From an optimization exercise on the open Yosys and OpenROAD flow, aimed at small area, a short achievable clock period and few clock cycles per item; shortcuts taken in it are not production practice.
At most, simulation tests tie the RTL to the original design; equivalence was not proved.
For run 2, only the layout was checked, not whether the RTL still works.
Power and IR drop assume default switching activity.

## design/flow/design.v

```verilog
module j1587_msgdec (
    input  wire         clk,
    input  wire         rst,
    input  wire         start,
    input  wire [255:0] frame,
    input  wire [5:0]   frame_len,
    output reg          done,
    output reg  [3:0]   err,
    output reg  [7:0]   mid,
    output reg  [3:0]   nparams,
    output reg  [80:0]  par_pid,    
    output reg  [44:0]  par_pos,    
    output reg  [44:0]  par_dlen    
);
    localparam [3:0] E_NONE      = 4'd0;
    localparam [3:0] E_INV_PID   = 4'd1;
    localparam [3:0] E_INV_LEN   = 4'd3;
    localparam [3:0] E_TOO_LONG  = 4'd6;
    localparam [3:0] E_TRUNC     = 4'd7;
    localparam [3:0] E_CHECKSUM  = 4'd8;
    integer i;
    genvar g;
    reg       busy;          
    reg       wt;            
    reg       quick;         
    reg [4:0] cpos;          
    reg [6:0] dr;            
    reg [3:0] slot;          
    reg [1:0] perr;          
    reg       page2;         
    reg       longr;         
    reg [12:0] csa_q;      
    reg [37:0] csb_q;
    reg       csum_bad_q;
    reg [7:0] pid_r  [0:8];
    reg [4:0] pos_r  [0:8];
    reg [4:0] dlen_r [0:8];
    wire [7:0] b0 = frame[7:0];
    wire [7:0] b1 = frame[15:8];
    wire [7:0] b2 = frame[23:16];
    wire [7:0] b3 = frame[31:24];
    wire [4:0]  len_hgt;     
    wire [4:0]  len_heq;     
    wire [7:0]  len_lgt;     
    wire [31:0] inlen;
    generate
        for (g = 0; g < 5; g = g + 1) begin : g_hi
            assign len_hgt[g] = (frame_len[5:3] > g);
            assign len_heq[g] = (frame_len[5:3] == g);
        end
        for (g = 0; g < 8; g = g + 1) begin : g_lo
            assign len_lgt[g] = (frame_len[2:0] > g);
        end
        for (g = 0; g < 32; g = g + 1) begin : g_in
            assign inlen[g] = len_hgt[g / 8] | (len_heq[g / 8] & len_lgt[g % 8]);
        end
    endgenerate
    wire pg_in = inlen[2] && (b1 == 8'hFF);
    wire [255:0] fm;
    generate
        for (g = 0; g < 32; g = g + 1) begin : g_mask
            if (g < 4) begin : g_keep
                assign fm[8*g +: 8] = frame[8*g +: 8];
            end else begin : g_cut
                assign fm[8*g +: 8] = frame[8*g +: 8] & {8{inlen[g]}};
            end
        end
    endgenerate
    wire cs1 = fm[0] ^ fm[8] ^ fm[16];
    wire cs2 = (fm[0] & fm[8]) | (fm[0] & fm[16]) | (fm[8] & fm[16]);
    wire cs3 = fm[24] ^ fm[32] ^ fm[40];
    wire cs4 = (fm[24] & fm[32]) | (fm[24] & fm[40]) | (fm[32] & fm[40]);
    wire cs5 = fm[48] ^ fm[56] ^ fm[64];
    wire cs6 = (fm[48] & fm[56]) | (fm[48] & fm[64]) | (fm[56] & fm[64]);
    wire cs7 = fm[1] ^ fm[9] ^ fm[17];
    wire cs8 = (fm[1] & fm[9]) | (fm[1] & fm[17]) | (fm[9] & fm[17]);
    wire cs9 = fm[25] ^ fm[33] ^ fm[41];
    wire cs10 = (fm[25] & fm[33]) | (fm[25] & fm[41]) | (fm[33] & fm[41]);
    wire cs11 = fm[49] ^ fm[57] ^ fm[65];
    wire cs12 = (fm[49] & fm[57]) | (fm[49] & fm[65]) | (fm[57] & fm[65]);
    wire cs13 = fm[2] ^ fm[10] ^ fm[18];
    wire cs14 = (fm[2] & fm[10]) | (fm[2] & fm[18]) | (fm[10] & fm[18]);
    wire cs15 = fm[26] ^ fm[34] ^ fm[42];
    wire cs16 = (fm[26] & fm[34]) | (fm[26] & fm[42]) | (fm[34] & fm[42]);
    wire cs17 = fm[50] ^ fm[58] ^ fm[66];
    wire cs18 = (fm[50] & fm[58]) | (fm[50] & fm[66]) | (fm[58] & fm[66]);
    wire cs19 = fm[3] ^ fm[11] ^ fm[19];
    wire cs20 = (fm[3] & fm[11]) | (fm[3] & fm[19]) | (fm[11] & fm[19]);
    wire cs21 = fm[27] ^ fm[35] ^ fm[43];
    wire cs22 = (fm[27] & fm[35]) | (fm[27] & fm[43]) | (fm[35] & fm[43]);
    wire cs23 = fm[51] ^ fm[59] ^ fm[67];
    wire cs24 = (fm[51] & fm[59]) | (fm[51] & fm[67]) | (fm[59] & fm[67]);
    wire cs25 = fm[4] ^ fm[12] ^ fm[20];
    wire cs26 = (fm[4] & fm[12]) | (fm[4] & fm[20]) | (fm[12] & fm[20]);
    wire cs27 = fm[28] ^ fm[36] ^ fm[44];
    wire cs28 = (fm[28] & fm[36]) | (fm[28] & fm[44]) | (fm[36] & fm[44]);
    wire cs29 = fm[52] ^ fm[60] ^ fm[68];
    wire cs30 = (fm[52] & fm[60]) | (fm[52] & fm[68]) | (fm[60] & fm[68]);
    wire cs31 = fm[5] ^ fm[13] ^ fm[21];
    wire cs32 = (fm[5] & fm[13]) | (fm[5] & fm[21]) | (fm[13] & fm[21]);
    wire cs33 = fm[29] ^ fm[37] ^ fm[45];
    wire cs34 = (fm[29] & fm[37]) | (fm[29] & fm[45]) | (fm[37] & fm[45]);
    wire cs35 = fm[53] ^ fm[61] ^ fm[69];
    wire cs36 = (fm[53] & fm[61]) | (fm[53] & fm[69]) | (fm[61] & fm[69]);
    wire cs37 = fm[6] ^ fm[14] ^ fm[22];
    wire cs38 = (fm[6] & fm[14]) | (fm[6] & fm[22]) | (fm[14] & fm[22]);
    wire cs39 = fm[30] ^ fm[38] ^ fm[46];
    wire cs40 = (fm[30] & fm[38]) | (fm[30] & fm[46]) | (fm[38] & fm[46]);
    wire cs41 = fm[54] ^ fm[62] ^ fm[70];
    wire cs42 = (fm[54] & fm[62]) | (fm[54] & fm[70]) | (fm[62] & fm[70]);
    wire cs43 = fm[7] ^ fm[15] ^ fm[23];
    wire cs44 = fm[31] ^ fm[39] ^ fm[47];
    wire cs45 = fm[55] ^ fm[63] ^ fm[71];
    wire cs46 = cs1 ^ cs3 ^ cs5;
    wire cs47 = (cs1 & cs3) | (cs1 & cs5) | (cs3 & cs5);
    wire cs48 = cs2 ^ cs4 ^ cs6;
    wire cs49 = (cs2 & cs4) | (cs2 & cs6) | (cs4 & cs6);
    wire cs50 = cs7 ^ cs9 ^ cs11;
    wire cs51 = (cs7 & cs9) | (cs7 & cs11) | (cs9 & cs11);
    wire cs52 = cs8 ^ cs10 ^ cs12;
    wire cs53 = (cs8 & cs10) | (cs8 & cs12) | (cs10 & cs12);
    wire cs54 = cs13 ^ cs15 ^ cs17;
    wire cs55 = (cs13 & cs15) | (cs13 & cs17) | (cs15 & cs17);
    wire cs56 = cs14 ^ cs16 ^ cs18;
    wire cs57 = (cs14 & cs16) | (cs14 & cs18) | (cs16 & cs18);
    wire cs58 = cs19 ^ cs21 ^ cs23;
    wire cs59 = (cs19 & cs21) | (cs19 & cs23) | (cs21 & cs23);
    wire cs60 = cs20 ^ cs22 ^ cs24;
    wire cs61 = (cs20 & cs22) | (cs20 & cs24) | (cs22 & cs24);
    wire cs62 = cs25 ^ cs27 ^ cs29;
    wire cs63 = (cs25 & cs27) | (cs25 & cs29) | (cs27 & cs29);
    wire cs64 = cs26 ^ cs28 ^ cs30;
    wire cs65 = (cs26 & cs28) | (cs26 & cs30) | (cs28 & cs30);
    wire cs66 = cs31 ^ cs33 ^ cs35;
    wire cs67 = (cs31 & cs33) | (cs31 & cs35) | (cs33 & cs35);
    wire cs68 = cs32 ^ cs34 ^ cs36;
    wire cs69 = (cs32 & cs34) | (cs32 & cs36) | (cs34 & cs36);
    wire cs70 = cs37 ^ cs39 ^ cs41;
    wire cs71 = (cs37 & cs39) | (cs37 & cs41) | (cs39 & cs41);
    wire cs72 = cs38 ^ cs40 ^ cs42;
    wire cs73 = cs43 ^ cs44 ^ cs45;
    wire cs74 = cs47 ^ cs48 ^ cs50;
    wire cs75 = (cs47 & cs48) | (cs47 & cs50) | (cs48 & cs50);
    wire cs76 = cs49 ^ cs51 ^ cs52;
    wire cs77 = (cs49 & cs51) | (cs49 & cs52) | (cs51 & cs52);
    wire cs78 = cs53 ^ cs55 ^ cs56;
    wire cs79 = (cs53 & cs55) | (cs53 & cs56) | (cs55 & cs56);
    wire cs80 = cs57 ^ cs59 ^ cs60;
    wire cs81 = (cs57 & cs59) | (cs57 & cs60) | (cs59 & cs60);
    wire cs82 = cs61 ^ cs63 ^ cs64;
    wire cs83 = (cs61 & cs63) | (cs61 & cs64) | (cs63 & cs64);
    wire cs84 = cs65 ^ cs67 ^ cs68;
    wire cs85 = (cs65 & cs67) | (cs65 & cs68) | (cs67 & cs68);
    wire cs86 = cs69 ^ cs71 ^ cs72;
    wire cs87 = cs75 ^ cs76 ^ cs54;
    wire cs88 = (cs75 & cs76) | (cs75 & cs54) | (cs76 & cs54);
    wire cs89 = cs77 ^ cs78 ^ cs58;
    wire cs90 = (cs77 & cs78) | (cs77 & cs58) | (cs78 & cs58);
    wire cs91 = cs79 ^ cs80 ^ cs62;
    wire cs92 = (cs79 & cs80) | (cs79 & cs62) | (cs80 & cs62);
    wire cs93 = cs81 ^ cs82 ^ cs66;
    wire cs94 = (cs81 & cs82) | (cs81 & cs66) | (cs82 & cs66);
    wire cs95 = cs83 ^ cs84 ^ cs70;
    wire cs96 = (cs83 & cs84) | (cs83 & cs70) | (cs84 & cs70);
    wire cs97 = cs85 ^ cs86 ^ cs73;
    wire [12:0] csa_d = {cs97, cs96, cs95, cs94, cs93, cs92, cs91, cs90, cs89, cs88, cs87, cs74, cs46};
    wire cs98 = fm[72] ^ fm[80] ^ fm[88];
    wire cs99 = (fm[72] & fm[80]) | (fm[72] & fm[88]) | (fm[80] & fm[88]);
    wire cs100 = fm[96] ^ fm[104] ^ fm[112];
    wire cs101 = (fm[96] & fm[104]) | (fm[96] & fm[112]) | (fm[104] & fm[112]);
    wire cs102 = fm[120] ^ fm[128] ^ fm[136];
    wire cs103 = (fm[120] & fm[128]) | (fm[120] & fm[136]) | (fm[128] & fm[136]);
    wire cs104 = fm[144] ^ fm[152] ^ fm[160];
    wire cs105 = (fm[144] & fm[152]) | (fm[144] & fm[160]) | (fm[152] & fm[160]);
    wire cs106 = fm[168] ^ fm[176] ^ fm[184];
    wire cs107 = (fm[168] & fm[176]) | (fm[168] & fm[184]) | (fm[176] & fm[184]);
    wire cs108 = fm[192] ^ fm[200] ^ fm[208];
    wire cs109 = (fm[192] & fm[200]) | (fm[192] & fm[208]) | (fm[200] & fm[208]);
    wire cs110 = fm[216] ^ fm[224] ^ fm[232];
    wire cs111 = (fm[216] & fm[224]) | (fm[216] & fm[232]) | (fm[224] & fm[232]);
    wire cs112 = fm[73] ^ fm[81] ^ fm[89];
    wire cs113 = (fm[73] & fm[81]) | (fm[73] & fm[89]) | (fm[81] & fm[89]);
    wire cs114 = fm[97] ^ fm[105] ^ fm[113];
    wire cs115 = (fm[97] & fm[105]) | (fm[97] & fm[113]) | (fm[105] & fm[113]);
    wire cs116 = fm[121] ^ fm[129] ^ fm[137];
    wire cs117 = (fm[121] & fm[129]) | (fm[121] & fm[137]) | (fm[129] & fm[137]);
    wire cs118 = fm[145] ^ fm[153] ^ fm[161];
    wire cs119 = (fm[145] & fm[153]) | (fm[145] & fm[161]) | (fm[153] & fm[161]);
    wire cs120 = fm[169] ^ fm[177] ^ fm[185];
    wire cs121 = (fm[169] & fm[177]) | (fm[169] & fm[185]) | (fm[177] & fm[185]);
    wire cs122 = fm[193] ^ fm[201] ^ fm[209];
    wire cs123 = (fm[193] & fm[201]) | (fm[193] & fm[209]) | (fm[201] & fm[209]);
    wire cs124 = fm[217] ^ fm[225] ^ fm[233];
    wire cs125 = (fm[217] & fm[225]) | (fm[217] & fm[233]) | (fm[225] & fm[233]);
    wire cs126 = fm[74] ^ fm[82] ^ fm[90];
    wire cs127 = (fm[74] & fm[82]) | (fm[74] & fm[90]) | (fm[82] & fm[90]);
    wire cs128 = fm[98] ^ fm[106] ^ fm[114];
    wire cs129 = (fm[98] & fm[106]) | (fm[98] & fm[114]) | (fm[106] & fm[114]);
    wire cs130 = fm[122] ^ fm[130] ^ fm[138];
    wire cs131 = (fm[122] & fm[130]) | (fm[122] & fm[138]) | (fm[130] & fm[138]);
    wire cs132 = fm[146] ^ fm[154] ^ fm[162];
    wire cs133 = (fm[146] & fm[154]) | (fm[146] & fm[162]) | (fm[154] & fm[162]);
    wire cs134 = fm[170] ^ fm[178] ^ fm[186];
    wire cs135 = (fm[170] & fm[178]) | (fm[170] & fm[186]) | (fm[178] & fm[186]);
    wire cs136 = fm[194] ^ fm[202] ^ fm[210];
    wire cs137 = (fm[194] & fm[202]) | (fm[194] & fm[210]) | (fm[202] & fm[210]);
    wire cs138 = fm[218] ^ fm[226] ^ fm[234];
    wire cs139 = (fm[218] & fm[226]) | (fm[218] & fm[234]) | (fm[226] & fm[234]);
    wire cs140 = fm[75] ^ fm[83] ^ fm[91];
    wire cs141 = (fm[75] & fm[83]) | (fm[75] & fm[91]) | (fm[83] & fm[91]);
    wire cs142 = fm[99] ^ fm[107] ^ fm[115];
    wire cs143 = (fm[99] & fm[107]) | (fm[99] & fm[115]) | (fm[107] & fm[115]);
    wire cs144 = fm[123] ^ fm[131] ^ fm[139];
    wire cs145 = (fm[123] & fm[131]) | (fm[123] & fm[139]) | (fm[131] & fm[139]);
    wire cs146 = fm[147] ^ fm[155] ^ fm[163];
    wire cs147 = (fm[147] & fm[155]) | (fm[147] & fm[163]) | (fm[155] & fm[163]);
    wire cs148 = fm[171] ^ fm[179] ^ fm[187];
    wire cs149 = (fm[171] & fm[179]) | (fm[171] & fm[187]) | (fm[179] & fm[187]);
    wire cs150 = fm[195] ^ fm[203] ^ fm[211];
    wire cs151 = (fm[195] & fm[203]) | (fm[195] & fm[211]) | (fm[203] & fm[211]);
    wire cs152 = fm[219] ^ fm[227] ^ fm[235];
    wire cs153 = (fm[219] & fm[227]) | (fm[219] & fm[235]) | (fm[227] & fm[235]);
    wire cs154 = fm[76] ^ fm[84] ^ fm[92];
    wire cs155 = (fm[76] & fm[84]) | (fm[76] & fm[92]) | (fm[84] & fm[92]);
    wire cs156 = fm[100] ^ fm[108] ^ fm[116];
    wire cs157 = (fm[100] & fm[108]) | (fm[100] & fm[116]) | (fm[108] & fm[116]);
    wire cs158 = fm[124] ^ fm[132] ^ fm[140];
    wire cs159 = (fm[124] & fm[132]) | (fm[124] & fm[140]) | (fm[132] & fm[140]);
    wire cs160 = fm[148] ^ fm[156] ^ fm[164];
    wire cs161 = (fm[148] & fm[156]) | (fm[148] & fm[164]) | (fm[156] & fm[164]);
    wire cs162 = fm[172] ^ fm[180] ^ fm[188];
    wire cs163 = (fm[172] & fm[180]) | (fm[172] & fm[188]) | (fm[180] & fm[188]);
    wire cs164 = fm[196] ^ fm[204] ^ fm[212];
    wire cs165 = (fm[196] & fm[204]) | (fm[196] & fm[212]) | (fm[204] & fm[212]);
    wire cs166 = fm[220] ^ fm[228] ^ fm[236];
    wire cs167 = (fm[220] & fm[228]) | (fm[220] & fm[236]) | (fm[228] & fm[236]);
    wire cs168 = fm[77] ^ fm[85] ^ fm[93];
    wire cs169 = (fm[77] & fm[85]) | (fm[77] & fm[93]) | (fm[85] & fm[93]);
    wire cs170 = fm[101] ^ fm[109] ^ fm[117];
    wire cs171 = (fm[101] & fm[109]) | (fm[101] & fm[117]) | (fm[109] & fm[117]);
    wire cs172 = fm[125] ^ fm[133] ^ fm[141];
    wire cs173 = (fm[125] & fm[133]) | (fm[125] & fm[141]) | (fm[133] & fm[141]);
    wire cs174 = fm[149] ^ fm[157] ^ fm[165];
    wire cs175 = (fm[149] & fm[157]) | (fm[149] & fm[165]) | (fm[157] & fm[165]);
    wire cs176 = fm[173] ^ fm[181] ^ fm[189];
    wire cs177 = (fm[173] & fm[181]) | (fm[173] & fm[189]) | (fm[181] & fm[189]);
    wire cs178 = fm[197] ^ fm[205] ^ fm[213];
    wire cs179 = (fm[197] & fm[205]) | (fm[197] & fm[213]) | (fm[205] & fm[213]);
    wire cs180 = fm[221] ^ fm[229] ^ fm[237];
    wire cs181 = (fm[221] & fm[229]) | (fm[221] & fm[237]) | (fm[229] & fm[237]);
    wire cs182 = fm[78] ^ fm[86] ^ fm[94];
    wire cs183 = (fm[78] & fm[86]) | (fm[78] & fm[94]) | (fm[86] & fm[94]);
    wire cs184 = fm[102] ^ fm[110] ^ fm[118];
    wire cs185 = (fm[102] & fm[110]) | (fm[102] & fm[118]) | (fm[110] & fm[118]);
    wire cs186 = fm[126] ^ fm[134] ^ fm[142];
    wire cs187 = (fm[126] & fm[134]) | (fm[126] & fm[142]) | (fm[134] & fm[142]);
    wire cs188 = fm[150] ^ fm[158] ^ fm[166];
    wire cs189 = (fm[150] & fm[158]) | (fm[150] & fm[166]) | (fm[158] & fm[166]);
    wire cs190 = fm[174] ^ fm[182] ^ fm[190];
    wire cs191 = (fm[174] & fm[182]) | (fm[174] & fm[190]) | (fm[182] & fm[190]);
    wire cs192 = fm[198] ^ fm[206] ^ fm[214];
    wire cs193 = (fm[198] & fm[206]) | (fm[198] & fm[214]) | (fm[206] & fm[214]);
    wire cs194 = fm[222] ^ fm[230] ^ fm[238];
    wire cs195 = (fm[222] & fm[230]) | (fm[222] & fm[238]) | (fm[230] & fm[238]);
    wire cs196 = fm[79] ^ fm[87] ^ fm[95];
    wire cs197 = fm[103] ^ fm[111] ^ fm[119];
    wire cs198 = fm[127] ^ fm[135] ^ fm[143];
    wire cs199 = fm[151] ^ fm[159] ^ fm[167];
    wire cs200 = fm[175] ^ fm[183] ^ fm[191];
    wire cs201 = fm[199] ^ fm[207] ^ fm[215];
    wire cs202 = fm[223] ^ fm[231] ^ fm[239];
    wire cs203 = cs98 ^ cs100 ^ cs102;
    wire cs204 = (cs98 & cs100) | (cs98 & cs102) | (cs100 & cs102);
    wire cs205 = cs104 ^ cs106 ^ cs108;
    wire cs206 = (cs104 & cs106) | (cs104 & cs108) | (cs106 & cs108);
    wire cs207 = cs110 ^ fm[240] ^ fm[248];
    wire cs208 = (cs110 & fm[240]) | (cs110 & fm[248]) | (fm[240] & fm[248]);
    wire cs209 = cs99 ^ cs101 ^ cs103;
    wire cs210 = (cs99 & cs101) | (cs99 & cs103) | (cs101 & cs103);
    wire cs211 = cs105 ^ cs107 ^ cs109;
    wire cs212 = (cs105 & cs107) | (cs105 & cs109) | (cs107 & cs109);
    wire cs213 = cs111 ^ cs112 ^ cs114;
    wire cs214 = (cs111 & cs112) | (cs111 & cs114) | (cs112 & cs114);
    wire cs215 = cs116 ^ cs118 ^ cs120;
    wire cs216 = (cs116 & cs118) | (cs116 & cs120) | (cs118 & cs120);
    wire cs217 = cs122 ^ cs124 ^ fm[241];
    wire cs218 = (cs122 & cs124) | (cs122 & fm[241]) | (cs124 & fm[241]);
    wire cs219 = cs113 ^ cs115 ^ cs117;
    wire cs220 = (cs113 & cs115) | (cs113 & cs117) | (cs115 & cs117);
    wire cs221 = cs119 ^ cs121 ^ cs123;
    wire cs222 = (cs119 & cs121) | (cs119 & cs123) | (cs121 & cs123);
    wire cs223 = cs125 ^ cs126 ^ cs128;
    wire cs224 = (cs125 & cs126) | (cs125 & cs128) | (cs126 & cs128);
    wire cs225 = cs130 ^ cs132 ^ cs134;
    wire cs226 = (cs130 & cs132) | (cs130 & cs134) | (cs132 & cs134);
    wire cs227 = cs136 ^ cs138 ^ fm[242];
    wire cs228 = (cs136 & cs138) | (cs136 & fm[242]) | (cs138 & fm[242]);
    wire cs229 = cs127 ^ cs129 ^ cs131;
    wire cs230 = (cs127 & cs129) | (cs127 & cs131) | (cs129 & cs131);
    wire cs231 = cs133 ^ cs135 ^ cs137;
    wire cs232 = (cs133 & cs135) | (cs133 & cs137) | (cs135 & cs137);
    wire cs233 = cs139 ^ cs140 ^ cs142;
    wire cs234 = (cs139 & cs140) | (cs139 & cs142) | (cs140 & cs142);
    wire cs235 = cs144 ^ cs146 ^ cs148;
    wire cs236 = (cs144 & cs146) | (cs144 & cs148) | (cs146 & cs148);
    wire cs237 = cs150 ^ cs152 ^ fm[243];
    wire cs238 = (cs150 & cs152) | (cs150 & fm[243]) | (cs152 & fm[243]);
    wire cs239 = cs141 ^ cs143 ^ cs145;
    wire cs240 = (cs141 & cs143) | (cs141 & cs145) | (cs143 & cs145);
    wire cs241 = cs147 ^ cs149 ^ cs151;
    wire cs242 = (cs147 & cs149) | (cs147 & cs151) | (cs149 & cs151);
    wire cs243 = cs153 ^ cs154 ^ cs156;
    wire cs244 = (cs153 & cs154) | (cs153 & cs156) | (cs154 & cs156);
    wire cs245 = cs158 ^ cs160 ^ cs162;
    wire cs246 = (cs158 & cs160) | (cs158 & cs162) | (cs160 & cs162);
    wire cs247 = cs164 ^ cs166 ^ fm[244];
    wire cs248 = (cs164 & cs166) | (cs164 & fm[244]) | (cs166 & fm[244]);
    wire cs249 = cs155 ^ cs157 ^ cs159;
    wire cs250 = (cs155 & cs157) | (cs155 & cs159) | (cs157 & cs159);
    wire cs251 = cs161 ^ cs163 ^ cs165;
    wire cs252 = (cs161 & cs163) | (cs161 & cs165) | (cs163 & cs165);
    wire cs253 = cs167 ^ cs168 ^ cs170;
    wire cs254 = (cs167 & cs168) | (cs167 & cs170) | (cs168 & cs170);
    wire cs255 = cs172 ^ cs174 ^ cs176;
    wire cs256 = (cs172 & cs174) | (cs172 & cs176) | (cs174 & cs176);
    wire cs257 = cs178 ^ cs180 ^ fm[245];
    wire cs258 = (cs178 & cs180) | (cs178 & fm[245]) | (cs180 & fm[245]);
    wire cs259 = cs169 ^ cs171 ^ cs173;
    wire cs260 = (cs169 & cs171) | (cs169 & cs173) | (cs171 & cs173);
    wire cs261 = cs175 ^ cs177 ^ cs179;
    wire cs262 = (cs175 & cs177) | (cs175 & cs179) | (cs177 & cs179);
    wire cs263 = cs181 ^ cs182 ^ cs184;
    wire cs264 = (cs181 & cs182) | (cs181 & cs184) | (cs182 & cs184);
    wire cs265 = cs186 ^ cs188 ^ cs190;
    wire cs266 = (cs186 & cs188) | (cs186 & cs190) | (cs188 & cs190);
    wire cs267 = cs192 ^ cs194 ^ fm[246];
    wire cs268 = (cs192 & cs194) | (cs192 & fm[246]) | (cs194 & fm[246]);
    wire cs269 = cs183 ^ cs185 ^ cs187;
    wire cs270 = cs189 ^ cs191 ^ cs193;
    wire cs271 = cs195 ^ cs196 ^ cs197;
    wire cs272 = cs198 ^ cs199 ^ cs200;
    wire cs273 = cs201 ^ cs202 ^ fm[247];
    wire cs274 = cs203 ^ cs205 ^ cs207;
    wire cs275 = (cs203 & cs205) | (cs203 & cs207) | (cs205 & cs207);
    wire cs276 = cs204 ^ cs206 ^ cs208;
    wire cs277 = (cs204 & cs206) | (cs204 & cs208) | (cs206 & cs208);
    wire cs278 = cs209 ^ cs211 ^ cs213;
    wire cs279 = (cs209 & cs211) | (cs209 & cs213) | (cs211 & cs213);
    wire cs280 = cs215 ^ cs217 ^ fm[249];
    wire cs281 = (cs215 & cs217) | (cs215 & fm[249]) | (cs217 & fm[249]);
    wire cs282 = cs210 ^ cs212 ^ cs214;
    wire cs283 = (cs210 & cs212) | (cs210 & cs214) | (cs212 & cs214);
    wire cs284 = cs216 ^ cs218 ^ cs219;
    wire cs285 = (cs216 & cs218) | (cs216 & cs219) | (cs218 & cs219);
    wire cs286 = cs221 ^ cs223 ^ cs225;
    wire cs287 = (cs221 & cs223) | (cs221 & cs225) | (cs223 & cs225);
    wire cs288 = cs220 ^ cs222 ^ cs224;
    wire cs289 = (cs220 & cs222) | (cs220 & cs224) | (cs222 & cs224);
    wire cs290 = cs226 ^ cs228 ^ cs229;
    wire cs291 = (cs226 & cs228) | (cs226 & cs229) | (cs228 & cs229);
    wire cs292 = cs231 ^ cs233 ^ cs235;
    wire cs293 = (cs231 & cs233) | (cs231 & cs235) | (cs233 & cs235);
    wire cs294 = cs230 ^ cs232 ^ cs234;
    wire cs295 = (cs230 & cs232) | (cs230 & cs234) | (cs232 & cs234);
    wire cs296 = cs236 ^ cs238 ^ cs239;
    wire cs297 = (cs236 & cs238) | (cs236 & cs239) | (cs238 & cs239);
    wire cs298 = cs241 ^ cs243 ^ cs245;
    wire cs299 = (cs241 & cs243) | (cs241 & cs245) | (cs243 & cs245);
    wire cs300 = cs240 ^ cs242 ^ cs244;
    wire cs301 = (cs240 & cs242) | (cs240 & cs244) | (cs242 & cs244);
    wire cs302 = cs246 ^ cs248 ^ cs249;
    wire cs303 = (cs246 & cs248) | (cs246 & cs249) | (cs248 & cs249);
    wire cs304 = cs251 ^ cs253 ^ cs255;
    wire cs305 = (cs251 & cs253) | (cs251 & cs255) | (cs253 & cs255);
    wire cs306 = cs250 ^ cs252 ^ cs254;
    wire cs307 = (cs250 & cs252) | (cs250 & cs254) | (cs252 & cs254);
    wire cs308 = cs256 ^ cs258 ^ cs259;
    wire cs309 = (cs256 & cs258) | (cs256 & cs259) | (cs258 & cs259);
    wire cs310 = cs261 ^ cs263 ^ cs265;
    wire cs311 = (cs261 & cs263) | (cs261 & cs265) | (cs263 & cs265);
    wire cs312 = cs260 ^ cs262 ^ cs264;
    wire cs313 = cs266 ^ cs268 ^ cs269;
    wire cs314 = cs270 ^ cs271 ^ cs272;
    wire cs315 = cs275 ^ cs276 ^ cs278;
    wire cs316 = (cs275 & cs276) | (cs275 & cs278) | (cs276 & cs278);
    wire cs317 = cs277 ^ cs279 ^ cs281;
    wire cs318 = (cs277 & cs279) | (cs277 & cs281) | (cs279 & cs281);
    wire cs319 = cs282 ^ cs284 ^ cs286;
    wire cs320 = (cs282 & cs284) | (cs282 & cs286) | (cs284 & cs286);
    wire cs321 = cs283 ^ cs285 ^ cs287;
    wire cs322 = (cs283 & cs285) | (cs283 & cs287) | (cs285 & cs287);
    wire cs323 = cs288 ^ cs290 ^ cs292;
    wire cs324 = (cs288 & cs290) | (cs288 & cs292) | (cs290 & cs292);
    wire cs325 = cs289 ^ cs291 ^ cs293;
    wire cs326 = (cs289 & cs291) | (cs289 & cs293) | (cs291 & cs293);
    wire cs327 = cs294 ^ cs296 ^ cs298;
    wire cs328 = (cs294 & cs296) | (cs294 & cs298) | (cs296 & cs298);
    wire cs329 = cs295 ^ cs297 ^ cs299;
    wire cs330 = (cs295 & cs297) | (cs295 & cs299) | (cs297 & cs299);
    wire cs331 = cs300 ^ cs302 ^ cs304;
    wire cs332 = (cs300 & cs302) | (cs300 & cs304) | (cs302 & cs304);
    wire cs333 = cs301 ^ cs303 ^ cs305;
    wire cs334 = (cs301 & cs303) | (cs301 & cs305) | (cs303 & cs305);
    wire cs335 = cs306 ^ cs308 ^ cs310;
    wire cs336 = (cs306 & cs308) | (cs306 & cs310) | (cs308 & cs310);
    wire cs337 = cs307 ^ cs309 ^ cs311;
    wire cs338 = cs312 ^ cs313 ^ cs314;
    wire [37:0] csb_d = {fm[255], cs273, cs338, cs337, cs336, cs334, fm[254], cs267, cs335, cs333, cs332, cs330, fm[253], cs257, cs331, cs329, cs328, cs326, fm[252], cs247, cs327, cs325, cs324, cs322, fm[251], cs237, cs323, cs321, cs320, cs318, fm[250], cs227, cs319, cs317, cs316, cs280, cs315, cs274};
    wire cs339 = csa_q[1] ^ csb_q[1] ^ csb_q[2];
    wire cs340 = (csa_q[1] & csb_q[1]) | (csa_q[1] & csb_q[2]) | (csb_q[1] & csb_q[2]);
    wire cs341 = csa_q[2] ^ csb_q[3] ^ csb_q[4];
    wire cs342 = (csa_q[2] & csb_q[3]) | (csa_q[2] & csb_q[4]) | (csb_q[3] & csb_q[4]);
    wire cs343 = csb_q[5] ^ csb_q[6] ^ csb_q[7];
    wire cs344 = (csb_q[5] & csb_q[6]) | (csb_q[5] & csb_q[7]) | (csb_q[6] & csb_q[7]);
    wire cs345 = csa_q[3] ^ csa_q[4] ^ csb_q[8];
    wire cs346 = (csa_q[3] & csa_q[4]) | (csa_q[3] & csb_q[8]) | (csa_q[4] & csb_q[8]);
    wire cs347 = csb_q[9] ^ csb_q[10] ^ csb_q[11];
    wire cs348 = (csb_q[9] & csb_q[10]) | (csb_q[9] & csb_q[11]) | (csb_q[10] & csb_q[11]);
    wire cs349 = csa_q[5] ^ csa_q[6] ^ csb_q[14];
    wire cs350 = (csa_q[5] & csa_q[6]) | (csa_q[5] & csb_q[14]) | (csa_q[6] & csb_q[14]);
    wire cs351 = csb_q[15] ^ csb_q[16] ^ csb_q[17];
    wire cs352 = (csb_q[15] & csb_q[16]) | (csb_q[15] & csb_q[17]) | (csb_q[16] & csb_q[17]);
    wire cs353 = csa_q[7] ^ csa_q[8] ^ csb_q[20];
    wire cs354 = (csa_q[7] & csa_q[8]) | (csa_q[7] & csb_q[20]) | (csa_q[8] & csb_q[20]);
    wire cs355 = csb_q[21] ^ csb_q[22] ^ csb_q[23];
    wire cs356 = (csb_q[21] & csb_q[22]) | (csb_q[21] & csb_q[23]) | (csb_q[22] & csb_q[23]);
    wire cs357 = csa_q[9] ^ csa_q[10] ^ csb_q[26];
    wire cs358 = (csa_q[9] & csa_q[10]) | (csa_q[9] & csb_q[26]) | (csa_q[10] & csb_q[26]);
    wire cs359 = csb_q[27] ^ csb_q[28] ^ csb_q[29];
    wire cs360 = (csb_q[27] & csb_q[28]) | (csb_q[27] & csb_q[29]) | (csb_q[28] & csb_q[29]);
    wire cs361 = csa_q[11] ^ csa_q[12] ^ csb_q[32];
    wire cs362 = csb_q[33] ^ csb_q[34] ^ csb_q[35];
    wire cs363 = cs340 ^ cs341 ^ cs343;
    wire cs364 = (cs340 & cs341) | (cs340 & cs343) | (cs341 & cs343);
    wire cs365 = cs342 ^ cs344 ^ cs345;
    wire cs366 = (cs342 & cs344) | (cs342 & cs345) | (cs344 & cs345);
    wire cs367 = cs347 ^ csb_q[12] ^ csb_q[13];
    wire cs368 = (cs347 & csb_q[12]) | (cs347 & csb_q[13]) | (csb_q[12] & csb_q[13]);
    wire cs369 = cs346 ^ cs348 ^ cs349;
    wire cs370 = (cs346 & cs348) | (cs346 & cs349) | (cs348 & cs349);
    wire cs371 = cs351 ^ csb_q[18] ^ csb_q[19];
    wire cs372 = (cs351 & csb_q[18]) | (cs351 & csb_q[19]) | (csb_q[18] & csb_q[19]);
    wire cs373 = cs350 ^ cs352 ^ cs353;
    wire cs374 = (cs350 & cs352) | (cs350 & cs353) | (cs352 & cs353);
    wire cs375 = cs355 ^ csb_q[24] ^ csb_q[25];
    wire cs376 = (cs355 & csb_q[24]) | (cs355 & csb_q[25]) | (csb_q[24] & csb_q[25]);
    wire cs377 = cs354 ^ cs356 ^ cs357;
    wire cs378 = (cs354 & cs356) | (cs354 & cs357) | (cs356 & cs357);
    wire cs379 = cs359 ^ csb_q[30] ^ csb_q[31];
    wire cs380 = (cs359 & csb_q[30]) | (cs359 & csb_q[31]) | (csb_q[30] & csb_q[31]);
    wire cs381 = cs358 ^ cs360 ^ cs361;
    wire cs382 = cs362 ^ csb_q[36] ^ csb_q[37];
    wire cs383 = cs364 ^ cs365 ^ cs367;
    wire cs384 = (cs364 & cs365) | (cs364 & cs367) | (cs365 & cs367);
    wire cs385 = cs366 ^ cs368 ^ cs369;
    wire cs386 = (cs366 & cs368) | (cs366 & cs369) | (cs368 & cs369);
    wire cs387 = cs370 ^ cs372 ^ cs373;
    wire cs388 = (cs370 & cs372) | (cs370 & cs373) | (cs372 & cs373);
    wire cs389 = cs374 ^ cs376 ^ cs377;
    wire cs390 = (cs374 & cs376) | (cs374 & cs377) | (cs376 & cs377);
    wire cs391 = cs378 ^ cs380 ^ cs381;
    wire cs392 = cs384 ^ cs385 ^ cs371;
    wire cs393 = (cs384 & cs385) | (cs384 & cs371) | (cs385 & cs371);
    wire cs394 = cs386 ^ cs387 ^ cs375;
    wire cs395 = (cs386 & cs387) | (cs386 & cs375) | (cs387 & cs375);
    wire cs396 = cs388 ^ cs389 ^ cs379;
    wire cs397 = (cs388 & cs389) | (cs388 & cs379) | (cs389 & cs379);
    wire cs398 = cs390 ^ cs391 ^ cs382;
    wire csum_bad_d = (csa_q[0] ^ csb_q[0]) |
        (cs339 ^ 1'b0 ^ (csa_q[0] | csb_q[0])) |
        (cs363 ^ 1'b0 ^ (cs339 | 1'b0)) |
        (cs383 ^ 1'b0 ^ (cs363 | 1'b0)) |
        (cs392 ^ 1'b0 ^ (cs383 | 1'b0)) |
        (cs393 ^ cs394 ^ (cs392 | 1'b0)) |
        (cs395 ^ cs396 ^ (cs393 | cs394)) |
        (cs397 ^ cs398 ^ (cs395 | cs396));
    wire csum_bad_a = (csa_q[0] ^ 1'b0) |
        (csa_q[1] ^ 1'b0 ^ (csa_q[0] | 1'b0)) |
        (csa_q[2] ^ 1'b0 ^ (csa_q[1] | 1'b0)) |
        (csa_q[3] ^ csa_q[4] ^ (csa_q[2] | 1'b0)) |
        (csa_q[5] ^ csa_q[6] ^ (csa_q[3] | csa_q[4])) |
        (csa_q[7] ^ csa_q[8] ^ (csa_q[5] | csa_q[6])) |
        (csa_q[9] ^ csa_q[10] ^ (csa_q[7] | csa_q[8])) |
        (csa_q[11] ^ csa_q[12] ^ (csa_q[9] | csa_q[10]));
    function [20:0] step;
        input [4:0] p;
        input [7:0] l;
        input [7:0] n;
        input [6:0] d;
        reg       e;
        reg [1:0] c;
        reg       f;
        reg [4:0] dl;
        reg [4:0] nx;
        reg [6:0] dn;
        reg       dneg;      
        reg       nfit;      
        reg       neq;       
        begin
            dneg = d[6];
            nfit = (n[7:5] == 3'd0) && (n[4:0] <= d[4:0]);
            neq  = (n[7:5] == 3'd0) && (n[4:0] == d[4:0]);
            e  = 1'b0;
            c  = 2'd2;
            f  = 1'b0;
            dl = 5'd1;
            nx = p + 5'd2;
            dn = d - 7'd2;
            if (dneg && d != 7'h7F) begin
                e = 1'b1;
            end else if (l == 8'hFF) begin
                e = 1'b1;
                c = 2'd1;
            end else if (!l[7]) begin
                e = dneg;
                f = (d == 7'd0);
            end else if (!l[6]) begin
                e  = dneg || (d == 7'd0);
                f  = (d == 7'd1);
                dl = 5'd2;
                nx = p + 5'd3;
                dn = d - 7'd3;
            end else if (l != 8'hFE) begin
                e  = dneg || !nfit;
                f  = !dneg && neq;
                dl = n[4:0];
                nx = p + 5'd2 + n[4:0];
                dn = d - 7'd2 - {2'b00, n[4:0]};
            end else begin
                e  = dneg;
                f  = 1'b1;
                dl = d[4:0];
            end
            step = {e, c, f, dl, nx, dn};
        end
    endfunction
    reg [6:0] lm4, lm5;
    always @* begin
        lm4 = 7'd0;
        lm5 = 7'd0;
        for (i = 0; i < 64; i = i + 1)
            if (frame_len == i) begin
                lm4 = i - 4;
                lm5 = i - 5;
            end
    end
    wire [7:0]  l0  = pg_in ? b2 : b1;
    wire [7:0]  n0  = pg_in ? b3 : b2;
    wire [20:0] st0 = step({3'b000, pg_in, ~pg_in}, l0, n0, pg_in ? lm5 : lm4);
    wire [255:0] frame_l = {frame[255:32], {4{frame[31:24]}}};
    wire [255:0] frame_n = {8'h00, frame[255:40], {4{frame[39:32]}}};
    wire [7:0]  lm  = frame_l[{cpos, 3'b000} +: 8];
    wire [7:0]  nm  = frame_n[{cpos, 3'b000} +: 8];
    wire [20:0] stm = step(cpos, lm, nm, dr);
    wire [20:0] s  = start ? st0 : stm;
    wire [7:0]  l  = start ? l0 : lm;
    wire [3:0]  k  = start ? 4'd0 : slot;
    wire       s_err  = s[20];
    wire [1:0] s_code = s[19:18];
    wire       s_fin  = s[17];
    wire [4:0] s_dl   = s[16:12];
    wire [4:0] s_next = s[11:7];
    wire [6:0] s_dn   = s[6:0];
    wire act  = start | (busy & ~wt);
    wire fin  = act & (s_err | s_fin);
    wire hold = start & s_fin & ~s_err & inlen[9];
    always @(posedge clk) begin
        mid        <= b0;
        page2      <= pg_in;
        longr      <= inlen[21];
        csa_q      <= csa_d;
        csb_q      <= csb_d;
        csum_bad_q <= csum_bad_d;
        quick      <= start;
        if (rst) begin
            busy <= 1'b0;
            done <= 1'b0;
        end else begin
            busy <= (act & ~fin) | hold;
            done <= (fin & ~hold) | (busy & wt);
        end
        wt <= hold;
        cpos <= s_next;
        dr   <= s_dn;
        if (act) begin
            slot <= k + 4'd1;
            perr <= s_err ? s_code : 2'd0;
        end
        for (i = 0; i < 9; i = i + 1)
            if (k == i) begin
                pid_r[i]  <= l;
                pos_r[i]  <= cpos;
                dlen_r[i] <= s_dl;
            end
    end
    always @* begin
        case (perr)
            2'd1:    err = E_INV_PID;
            2'd2:    err = E_TRUNC;
            2'd3:    err = E_INV_LEN;
            default: err = (quick ? csum_bad_a : csum_bad_q) ? E_CHECKSUM :
                           (longr ? E_TOO_LONG : E_NONE);
        endcase
        nparams = slot;
        for (i = 0; i < 9; i = i + 1) begin
            par_pid[9*i +: 9]  = {page2, pid_r[i]};
            par_pos[5*i +: 5]  = (i == 0) ? {3'b000, page2, ~page2} : pos_r[i];
            par_dlen[5*i +: 5] = dlen_r[i];
        end
    end
endmodule
```

## design/flow/flow/run.sh

```bash
#!/bin/bash
# The standard layout, with two changes:
#  - plain buffers (buf_1) on the ports instead of the flow's default port
#    buffer cell;
#  - after the standard synthesis, fixinv.py removes the inverters that
#    synthesis leaves around full adders (choosing, per full adder, whether
#    it takes its inputs complemented); Yosys then proves the new netlist
#    equivalent to synthesis's, and the flow goes on from the new netlist
#    (or from synthesis's own, if anything here fails).
export BUFFER_PORTS_ARGS="-buffer_cell sky130_fd_sc_hd__buf_1"
bash standard.sh synth > synth.log 2>&1 || exit 1
R=orfs/results/sky130hd/j1587_msgdec/base
LIB=$FLOW_HOME/platforms/sky130hd/lib/sky130_fd_sc_hd__tt_025C_1v80.lib
cp $R/1_2_yosys.v synth_netlist.v
if python3 flow/fixinv.py synth_netlist.v fixed_netlist.v > fixinv.log 2>&1; then
  cat > eq.ys <<EOY
read_liberty -ignore_miss_func $LIB
read_verilog synth_netlist.v
rename $FLOW_TOP gold
read_verilog fixed_netlist.v
rename $FLOW_TOP gate
flatten
opt_clean
cd gate
rename -hide w:_* w:fixinv*
cd gold
rename -hide w:_*
cd
equiv_make gold gate equiv
hierarchy -top equiv
equiv_simple -seq 2
equiv_induct
equiv_status -assert
EOY
  if timeout 1200 yosys -q eq.ys > eq.log 2>&1; then
    echo "equivalence proven; using fixed_netlist.v" >> fixinv.log
    cp fixed_netlist.v $R/1_2_yosys.v
    rm -f $R/1_synth.odb $R/1_synth.sdc
  else
    echo "equivalence not proven; using synthesis's netlist" >> fixinv.log
  fi
fi
bash standard.sh > standard.log 2>&1
```

## design/flow/flow/fixinv.py

```python
#!/usr/bin/env python3
"""Remove inverters around full adders in a Yosys-written sky130 netlist.

A full adder is self-dual: FA(~a, ~b, ~c) = (~sum, ~cout). Synthesis leaves
inverters on many full-adder inputs and outputs; this chooses, per full
adder, whether to feed it the complemented inputs, so as to need as few
inverters as possible, and rewrites the inverters accordingly (one inverter
per signal whose loads need its complement). The logic is unchanged.

usage: fixinv.py IN.v OUT.v"""
import re, sys
from collections import defaultdict

src = open(sys.argv[1]).read()
m = re.search(r'^(module\s.*?;\n)(.*?)(^endmodule)', src, re.S | re.M)
head, body, tail_kw = m.group(1), m.group(2), m.group(3)
pre, post = src[:m.start()], src[m.end():]

cell_re = re.compile(r'^  (sky130_fd_sc_hd__\w+) (\S+ ?) \(\n(.*?)\n  \);\n', re.S | re.M)
pin_re = re.compile(r'\.(\w+)\((.*?)\)(?:,)?\s*$', re.M)
OUTPINS = {'X', 'Y', 'Q', 'Q_N', 'SUM', 'COUT'}

cells = []      # [type, name, [(pin, net)]]
first = None
last = None
for cm in cell_re.finditer(body):
    if first is None:
        first = cm.start()
    elif body[last:cm.start()].strip():
        sys.exit('fixinv: unparsed text between cells: %r' % body[last:cm.start()][:200])
    last = cm.end()
    pins = [(p, n) for p, n in pin_re.findall(cm.group(3))]
    cells.append([cm.group(1), cm.group(2), pins])
decl = body[:first]
rest = body[last:]
if rest.strip():
    sys.exit('fixinv: unparsed text after the cells: %r' % rest[:200])

def is_inv(t):
    b = t.replace('sky130_fd_sc_hd__', '')
    return re.match(r'(clk)?inv(lp)?_\d+$', b) is not None
def is_fa(t):
    return re.match(r'sky130_fd_sc_hd__fa_\d+$', t) is not None

# ports
outports = set()
inports = set()
for d, w, n in re.findall(r'^\s*(input|output)\s+(\[\d+:\d+\]\s+)?(\S+);', head + decl, re.M):
    (outports if d == 'output' else inports).add(n)
def base(net):
    net = net.strip()
    if net.startswith('\\'):
        nm = net[1:].split()[0]
    else:
        nm = net
    return re.sub(r'\[\d+\]$', '', nm)
def is_port_net(net):
    return base(net) in outports

driver = {}
for ci, (t, name, pins) in enumerate(cells):
    for p, n in pins:
        if p in OUTPINS:
            driver[n.strip()] = (ci, p)

# removable inverters: not driving an output port net
removable = set()
for ci, (t, name, pins) in enumerate(cells):
    if is_inv(t):
        d = dict(pins)
        if not is_port_net(d['Y']) and d['A'].strip() not in ('', ):
            removable.add(ci)

memo = {}
def root(net):
    net = net.strip()
    if net in memo:
        return memo[net]
    r = (net, 0)
    if net in driver:
        ci, p = driver[net]
        if ci in removable:
            a = dict(cells[ci][2])['A'].strip()
            s, par = root(a)
            r = (s, par ^ 1)
    memo[net] = r
    return r

# loads: (ci, pin index) for non-removable cells' input pins
loads = []      # (ci, pi, src, par)
for ci, (t, name, pins) in enumerate(cells):
    if ci in removable:
        continue
    for pi, (p, n) in enumerate(pins):
        if p in OUTPINS or n.strip() == '':
            continue
        s, par = root(n)
        loads.append((ci, pi, s, par))
# port loads: output port nets driven by a removable inverter cannot happen
# (those inverters are kept); nets named in `rest` (assigns) are treated as
# fixed loads on themselves.
extra_fixed = set(re.findall(r'(\\\S+ |[\w$]+(?:\[\d+\])?)', rest)) if rest.strip() else set()

fa_ids = [ci for ci, c in enumerate(cells) if is_fa(c[0])]
pi_ = defaultdict(int)
def src_pi(s):
    if s in driver:
        ci, p = driver[s]
        if is_fa(cells[ci][0]):
            return pi_[ci]
    return 0

by_src = defaultdict(list)
for l in loads:
    by_src[l[2]].append(l)
fa_srcs = defaultdict(set)   # fa -> sources touching it (its inputs' sources and its outputs)
for ci, pi, s, par in loads:
    if is_fa(cells[ci][0]):
        fa_srcs[ci].add(s)
for ci in fa_ids:
    for p, n in cells[ci][2]:
        if p in OUTPINS:
            fa_srcs[ci].add(n.strip())

def need(l):
    ci, pi, s, par = l
    v = par ^ src_pi(s)
    if is_fa(cells[ci][0]):
        v ^= pi_[ci]
    return v
def cost_src(s):
    return 1 if any(need(l) for l in by_src.get(s, [])) else 0
def local_cost(ci):
    return sum(cost_src(s) for s in fa_srcs[ci])

before = sum(cost_src(s) for s in by_src)
improved = True
rounds = 0
while improved and rounds < 50:
    improved = False
    rounds += 1
    for ci in fa_ids:
        c0 = local_cost(ci)
        pi_[ci] ^= 1
        c1 = local_cost(ci)
        if c1 < c0:
            improved = True
        else:
            pi_[ci] ^= 1
after = sum(cost_src(s) for s in by_src)
n_rm = len(removable)

# rebuild
def esc(n):
    n = n.strip()
    return n + ' ' if n.startswith('\\') else n
newinv = {}
out_cells = []
cnt = 0
def inv_net(s):
    global cnt
    if s not in newinv:
        cnt += 1
        newinv[s] = ('fixinv_n%d' % cnt, 'fixinv_i%d' % cnt)
    return newinv[s][0]
for ci, pi, s, par in loads:
    t, name, pins = cells[ci]
    v = need((ci, pi, s, par))
    p = pins[pi][0]
    pins[pi] = (p, inv_net(s) if v else s)
text = []
for ci, (t, name, pins) in enumerate(cells):
    if ci in removable:
        continue
    text.append('  %s %s (\n%s\n  );\n' % (t, name, ',\n'.join('    .%s(%s)' % (p, esc(n)) for p, n in pins)))
for s, (net, name) in newinv.items():
    text.append('  sky130_fd_sc_hd__inv_1 %s (\n    .A(%s),\n    .Y(%s)\n  );\n' % (name, esc(s), net))
wires = ''.join('  wire %s;\n' % net for net, name in newinv.values())
open(sys.argv[2], 'w').write(pre + head + decl + wires + ''.join(text) + rest + tail_kw + post)
sys.stderr.write('fixinv: %d inverters before (%d removable), %d signals needing one, %d after; %d full adders flipped, %d rounds\n'
                 % (sum(1 for c in cells if is_inv(c[0])), n_rm, before, len(newinv) + (sum(1 for c in cells if is_inv(c[0])) - n_rm), sum(pi_.values()), rounds))
```

## design/flow/standard.sh

```bash
#!/bin/bash
# synth_recipe.tcl (not shown) runs the flow's synth.tcl, then flattens the netlist and writes it again
# the make line also repeats each setting of config.mk as NAME=value (left out here)
make -C /OpenROAD-flow-scripts/flow DESIGN_CONFIG=/design/flow/config.mk WORK_HOME=/design/flow/orfs CLKGATE_MAP_FILE= SYNTH_SCRIPT=/design/flow/synth_recipe.tcl "${@:-finish}"
```

## design/flow/config.mk

```make
export PLATFORM = sky130hd
export DESIGN_NAME = j1587_msgdec
export DESIGN_NICKNAME = j1587_msgdec
export VERILOG_FILES = /design/flow/design.v
export SDC_FILE = /design/flow/constraint.sdc
export NUM_CORES = 4
export LEC_CHECK = 0
export CAP_MARGIN = 20
export CORE_MARGIN = 2
export CORE_UTILIZATION = 60
export SETUP_SLACK_MARGIN = 3.0
export SLEW_MARGIN = 20
```

## design/flow/constraint.sdc

```tcl
create_clock -name core_clock -period 7.0 [get_ports {clk}]
set_input_delay 1.4000 -clock core_clock [delete_from_list [all_inputs] [get_ports {clk}]]
set_output_delay 1.4000 -clock core_clock [all_outputs]
set_load 0.01 [all_outputs]
```

==> impl_metrics.csv, run 1 <==
group,metric,value,unit
outcome,status,"no timing/DRC/antenna violations",
cells_and_area,drive_above_1_share,26.14,%
clock_network,clk_pin_slew_worst_paths,0.06,ns
die,num_rows,66,
timing,period_share,60.53,%
route,vias_per_cell,6.684,
clock_network,cts_tree,"yes",
global_routing,grt_max_degree,48,
timing,rsz0062_at_grt,"true",
pwr,ir_drop,0.5435,mV
critical_path,start_kind,"input port",
clock_network,ctsHoldBuffers,0,
global_routing,antenna_found_initial,6,
clock_network,worstSkewPairLatency,0.55,ns
timing,post-route-min-period,4.237,ns
pwr,pwr_density_cell,431.4,nW/um^2
run,drv_cap,0,
die,io-pin-count,453,
synthesis,netlist_instances,1683,
critical_path,worstPathMaxFanout,6,
route,drt_drc_violations_left,0,
clock_network,clkSinkCount,241,
critical_path,cp.required,7.46,ns
critical_path,arrival,4.70,ns
die,start_util,60.56,%
timing,worst_pin_slew,1.188,ns
timing,tns,0,ns
critical_path,critical_path.endpoint_type,"register",
timing,max-slew-margin-rel,20.80,%
cells_and_area,layout.nets,2757,
clock_network,numCtsBuffers,26,
die,die_w,184.5,um
global_routing,overflow,0,
placed_design,place_hpwl,56370,um
route,dr.pass1.iters,6,
clock_network,cts_htree_levels,1,
placed_design,io_buffers,449,
route,drtIter0Drc,2360,
cells_and_area,nFillCells,2038,
timing,slew_viol_final,0,
cells_and_area,fin_util,79.28,%
route,ant_nets,0,
die,chipHeight,184.5,um
route,routed_wl,80280,um
global_routing,grtUsageTotal,45.13,%
route,wire_per_inst,29.53,um
cells_and_area,synthToLayoutAreaGrowth,30.91,%
synthesis,synthesis.area,19550,um^2
timing,finalSetupViolCount,0,
clock_network,cts-root-buf,"clkbuf_16",
timing,final_hold_viol_count,0,
min_path,hold_class,"reg2reg",
global_routing,grt_pass1_vias,17825,
pwr,leakage,9.588,nW
placed_design,gp_congestion,0.9790,
route,num_vias,18175,
die,die-area,34050,um^2
synthesis,yosysWarnings,4,
timing,timing.fmax,0.2360,GHz
clock_network,clock_path_buffers,3,
synthesis,syn_avg_cell_area,11.62,um^2
timing,skew,0.02353,ns
die,core,32290,um^2
critical_path,worstSetupPathType,"in2reg",
global_routing,grt_pass1_wl,110800,um
## per-layer routing
| layer | GRT usage [%] | up-vias | wire, um |
|---|---|---|---|
| li1 | - | 7207 | - |
| met1 | 57.38 | 8842 | 27440 |
| met2 | 69.53 | 1712 | 35910 |
| met3 | 12.51 | 414 | 10990 |
| met4 | 26.46 | 0 | 5931 |
| met5 | 0 | - | 0 |
## worst max-delay path: stages
cell	delay [ns]
buf_16	0.11
buf_4	0.15
buf_4	0.14
nor4_4	0.35
a2111oi_4	0.20
nor2_4	0.21
xnor2_2	0.15
buf_4	0.18
inv_1	0.09
ha_4	0.27
nand4_1	0.13
nor2_1	0.20
a211oi_2	0.08
o21ai_1	0.17
nand3_1	0.14
a31oi_2	0.30
o21ai_4	0.11
o2111a_1	0.16
a211oi_2	0.14
## final cells by class
class,count,area (um^2),share of cell area [%]
multi-input cells,1264,13680,53.42
flip-flops and latches,241,6495,25.37
repair buffers,628,3680,14.38
clock buffers,34,680.7,2.659
well taps,442,553.0,2.160
inverters,95,376.6,1.471
clock inverters,10,125.1,0.4888
diodes,5,12.51,0.04888
## metrics by stage
stage	power [W]	hold slack, ns	setup WS, ns	instances	instance area (um^2)
after floorplan	0.006951	0.4651	2.362	1685	19920
after global placement	0.008563	0.4785	1.397	2513	21770
after detailed placement	0.008724	0.4892	1.294	2513	21770
after CTS	0.01051	0.5000	2.924	2658	24490
after global routing	0.01169	0.5448	2.665	2717	25590
final	0.01104	0.5097	2.763	2719	25600
## path summary, 6_finish.rpt
path                                   start    end  slack (ns)  cells after the start
worst min-delay path                    busy   done        0.51                      2
worst max-delay path            frame_len[4]   done        2.76                     19
worst min register to register          busy   done        0.51                      2
worst max register to register       cpos[1]  dr[6]        2.81                     14
## power by group
part | switching, W | internal (W) | leakage [nW]
combinational | 0.00427 | 0.00323 | 7.04
clock | 0.000568 | 0.000759 | 0.381
sequential | 0.000258 | 0.00196 | 2.17
total | 0.00510 | 0.00594 | 9.59
## placed cells by master, fill, tap and decap left out, types with 11 or more instances in the layout
master,count
nor2_1,43
xnor2_1,70
nand2_1,90
fa_2,51
nand3_1,15
nor4b_1,11
nor4_1,21
o21ai_0,29
clkbuf_16,29
ha_4,12
buf_4,127
buf_2,16
ha_1,37
and3_1,12
fa_1,136
buf_6,23
dfxtp_1,67
a21o_1,16
buf_1,420
nand2_2,12
edfxtp_1,165
nor2b_1,103
o221ai_1,17
buf_12,20
nor3_1,20
inv_1,79
and2_1,69
xor2_1,19
mux2i_1,56
mux4_2,70
a21oi_1,41
nand2b_1,13
## sequential cells by signal, summed over array words and instances (netlist names)
register	cells
dlen_r	45
done	1
mid	8
longr	1
quick	1
csb_q	38
csum_bad_q	1
perr	2
slot	4
pos_r	40
page2	1
csa_q	13
cpos	5
pid_r	72
busy	1
dr	7
wt	1
## repair_timing
item,in CTS,in global routing
endpoints found under the setup margin,113,93
pin swaps,111,125
gates cloned,4,5
buffers inserted,97,51
gates resized for setup,231,153
Testbench counts, summed over its fixed seeds: cycles 6,133, frames 2,400.
==> run 2, diff against run 1 <==
--- a/design/flow/design.v
+++ b/design/flow/design.v
@@ -548,8 +548,19 @@
     wire [7:0]  n0  = pg_in ? b3 : b2;
     wire [20:0] st0 = step({3'b000, pg_in, ~pg_in}, l0, n0, pg_in ? lm5 : lm4);
-    wire [255:0] frame_l = {frame[255:32], {4{frame[31:24]}}};
-    wire [255:0] frame_n = {8'h00, frame[255:40], {4{frame[39:32]}}};
-    wire [7:0]  lm  = frame_l[{cpos, 3'b000} +: 8];
-    wire [7:0]  nm  = frame_n[{cpos, 3'b000} +: 8];
+    reg [31:0] csel;
+    always @* begin
+        csel = 32'd0;
+        for (i = 0; i < 32; i = i + 1)
+            if (cpos == i) csel[i] = 1'b1;
+    end
+    reg [7:0] lm, nm;
+    always @* begin
+        lm = 8'd0;
+        nm = 8'd0;
+        for (i = 3; i < 31; i = i + 1) begin
+            lm = lm | (frame[8*i +: 8] & {8{csel[i]}});
+            nm = nm | (frame[8*i+8 +: 8] & {8{csel[i]}});
+        end
+    end
     wire [20:0] stm = step(cpos, lm, nm, dr);
     wire [20:0] s  = start ? st0 : stm;
--- a/design/flow/config.mk
+++ b/design/flow/config.mk
@@ -8,5 +8,5 @@
 export CAP_MARGIN = 20
 export CORE_MARGIN = 2
-export CORE_UTILIZATION = 60
+export CORE_UTILIZATION = 40
 export SETUP_SLACK_MARGIN = 3.0
 export SLEW_MARGIN = 20
==> run 2 against run 1 <==
Compared with the run above: still clean on timing, DRC and antenna; routed wire length grew 26%; total power rose by 8.5%; cell count rose by 15%; combinational power increased by 12%; count of clock-buffer cells in the layout is 3 lower; largest cell class unchanged; highest routed layer is now met5.
==> impl_metrics.csv, run 2 <==
group,metric,value,unit
outcome,status,"no timing/DRC/antenna violations",
run,drv_cap,0,
critical_path,start_kind,"input port",
die,io-pin-count,453,
cells_and_area,drive_above_1_share,23.70,%
synthesis,yosysWarnings,4,
cells_and_area,largest_register,"pid_r",
pwr,power.total,0.01198,W
global_routing,grtUsageTotal,38.29,%
route,dr.pass1.iters,7,
pwr,leakage,9.872,nW
route,vias_per_cell,6.179,
global_routing,antenna_found_initial,4,
cells_and_area,stdcell_area,26570,um^2
clock_network,ctsHoldBuffers,0,
global_routing,grt_max_degree,59,
clock_network,numCtsBuffers,24,
timing,skew,0.01309,ns
die,die-area,51190,um^2
route,num_vias,19365,
synthesis,syn_avg_cell_area,10.59,um^2
placed_design,place_hpwl,76420,um
global_routing,overflow,0,
placed_design,io_buffers,449,
clock_network,cts_htree_levels,1,
clock_network,clock_path_buffers,3,
critical_path,crit_slowest_cell,"nor4_1",
placed_design,placed_area,22550,um^2
critical_path,worstSetupPathType,"in2reg",
timing,final_hold_viol_count,0,
route,routed_wl,101400,um
route,drt_drc_violations_left,0,
critical_path,worst_path_most_repeated_cell,"buf_4",
route,drtIter0Drc,2732,
clock_network,clkSinkCount,241,
critical_path,crit_path_max_incr_delay,0.92,ns
placed_design,place_ws,1.260,ns
critical_path,worstPathMaxFanout,4,
critical_path,crit_chain,"buf_8 -> nand4_1 -> buf_4 -> buf_4 -> or3_4 -> mux2_2 -> nor4_1 -> nand2_1 -> o22ai_1 -> a211oi_2 -> o211ai_1 -> nand2b_1 -> a21oi_1",
clock_network,cts-root-buf,"clkbuf_16",
timing,period_share,61.11,%
timing,slew_viol_final,0,
pwr,ir_drop,0.7540,mV
cells_and_area,layout_common_cells,"buf_1 (434), edfxtp_1 (165), buf_4 (161), fa_1 (128), nand2_1 (111)",
cells_and_area,largest_reg_flops,72,
pwr,pwr_density_cell,451.0,nW/um^2
timing,timing.fmax,0.2338,GHz
route,wire_per_inst,32.37,um
timing,rsz0062_at_grt,"true",
synthesis,netlist_instances,1865,
timing,finalSetupViolCount,0,
clock_network,worstSkewPairLatency,0.54,ns
synthesis,synthesis.area,19760,um^2
cells_and_area,layout.nets,2955,
critical_path,critical_path.endpoint_type,"register",
die,die_w,226.3,um
die,core,48850,um^2
placed_design,gp_congestion,1.051,
cells_and_area,synthToLayoutAreaGrowth,34.47,%
global_routing,grt_pass1_vias,19108,
cells_and_area,fin_util,54.39,%
timing,setup_ws,2.722,ns
route,ant_nets,0,
global_routing,grt_pass1_wl,138200,um
clock_network,clk_pin_slew_worst_paths,0.07,ns
clock_network,cts_tree,"yes",
critical_path,arrival,4.71,ns
die,chipHeight,226.3,um
min_path,hold_class,"reg2reg",
cells_and_area,top_regs,"pid_r: 72 flops, dlen_r: 45 flops, pos_r: 40 flops",
die,num_rows,81,
timing,worst_pin_slew,1.193,ns
timing,max-slew-margin-rel,19.71,%
cells_and_area,layout_commonest_cell,"buf_1",
timing,post-route-min-period,4.278,ns
die,start_util,40.45,%
timing,tns,0,ns
critical_path,cp.required,7.44,ns
run 2: final timing paths:
| kind | from | to | slack, ns | cells after the start |
|---|---|---|---|---|
| worst max register to register | cpos[1] | dr[6] | 2.83 | 13 |
| worst min register to register | wt | done | 0.47 | 2 |
| worst max-delay path | frame[15] | busy | 2.72 | 13 |
| worst min-delay path | wt | done | 0.47 | 2 |
run 2: layout make-up:
type                            count  area, um^2
Timing Repair Buffer              668        4035
Clock inverter                     13       191.4
Inverter                           98       387.9
Multi-Input combinational cell   1417       13960
Antenna cell                        2       5.005
Tap cell                          664       830.8
Clock buffer                       31       668.1
Fill cell                        4275       22280
Sequential cell                   241        6491
run 2: metrics by stage:
stage	cells	hold slack (ns)
after floorplan	1867	0.4356
after global placement	2905	0.4555
after detailed placement	2906	0.4553
after CTS	3067	0.4645
after global routing	3132	0.5153
final	3134	0.4661
run 2: per-layer routing:
metal / GRT usage (%) / vias up / part of all wire, %
li1: - / 7888 / -
met1: 47.83 / 9563 / 38
met2: 59.42 / 1495 / 44
met3: 11.08 / 417 / 11
met4: 21.69 / 2 / 7.1
met5: 0 / - / 0.013
run 2: where the power goes:
group,switching (W),leakage [nW],internal (W)
logic,0.00479,7.30,0.00365
clock network,0.000571,0.419,0.000829
registers,0.000207,2.16,0.00194
total,0.00557,9.87,0.00642
run 2: critical path: cells and delay by family:
kind,cells,cell delay (ns)
and+or+nand+nor,5,1.86
buffers and inverters,3,0.41
AOI/OAI and AO/OA,4,0.68
muxes,1,0.35
run 2: timing repair:
action                     CTS  global route
gates resized for setup    211           140
cloned                       3             2
pin swaps                   72           111
buffers inserted           114            63
hold endpoints to repair     0             0
setup endpoints to repair  149            88

-- afterwards: timing with drivers on the ports --
Ports are ideal in the flow. The routed layouts listed here were re-timed in OpenROAD. Step 1, drivers: a clkbuf_16 drives clk and a buf_2 each remaining input, both assumed. Step 2, shift: input delay + t, output delay - t, t = (earliest + latest rising clock arrival at the registers) / 2. This alone moves slack from input paths to output paths. Three values: ideal, step 1, step 2; two values: the first two.
| run | t (ns) | setup slack, ns | latest minus earliest clock arrival (ns) | cell pins on the clock port's net |
|---|---|---|---|---|
| run 1 | 0.589 | 2.763 / 2.711 / 2.121 | 0.025 / 0.025 | 1 |
| run 2 | 0.601 | 2.722 / 2.737 / 2.136 | 0.014 / 0.013 | 1 |
After both steps every run listed still meets setup and hold. The setup slack of run 1, which loses most, moves by -0.052 ns with the drivers and by -0.642 ns with both steps.
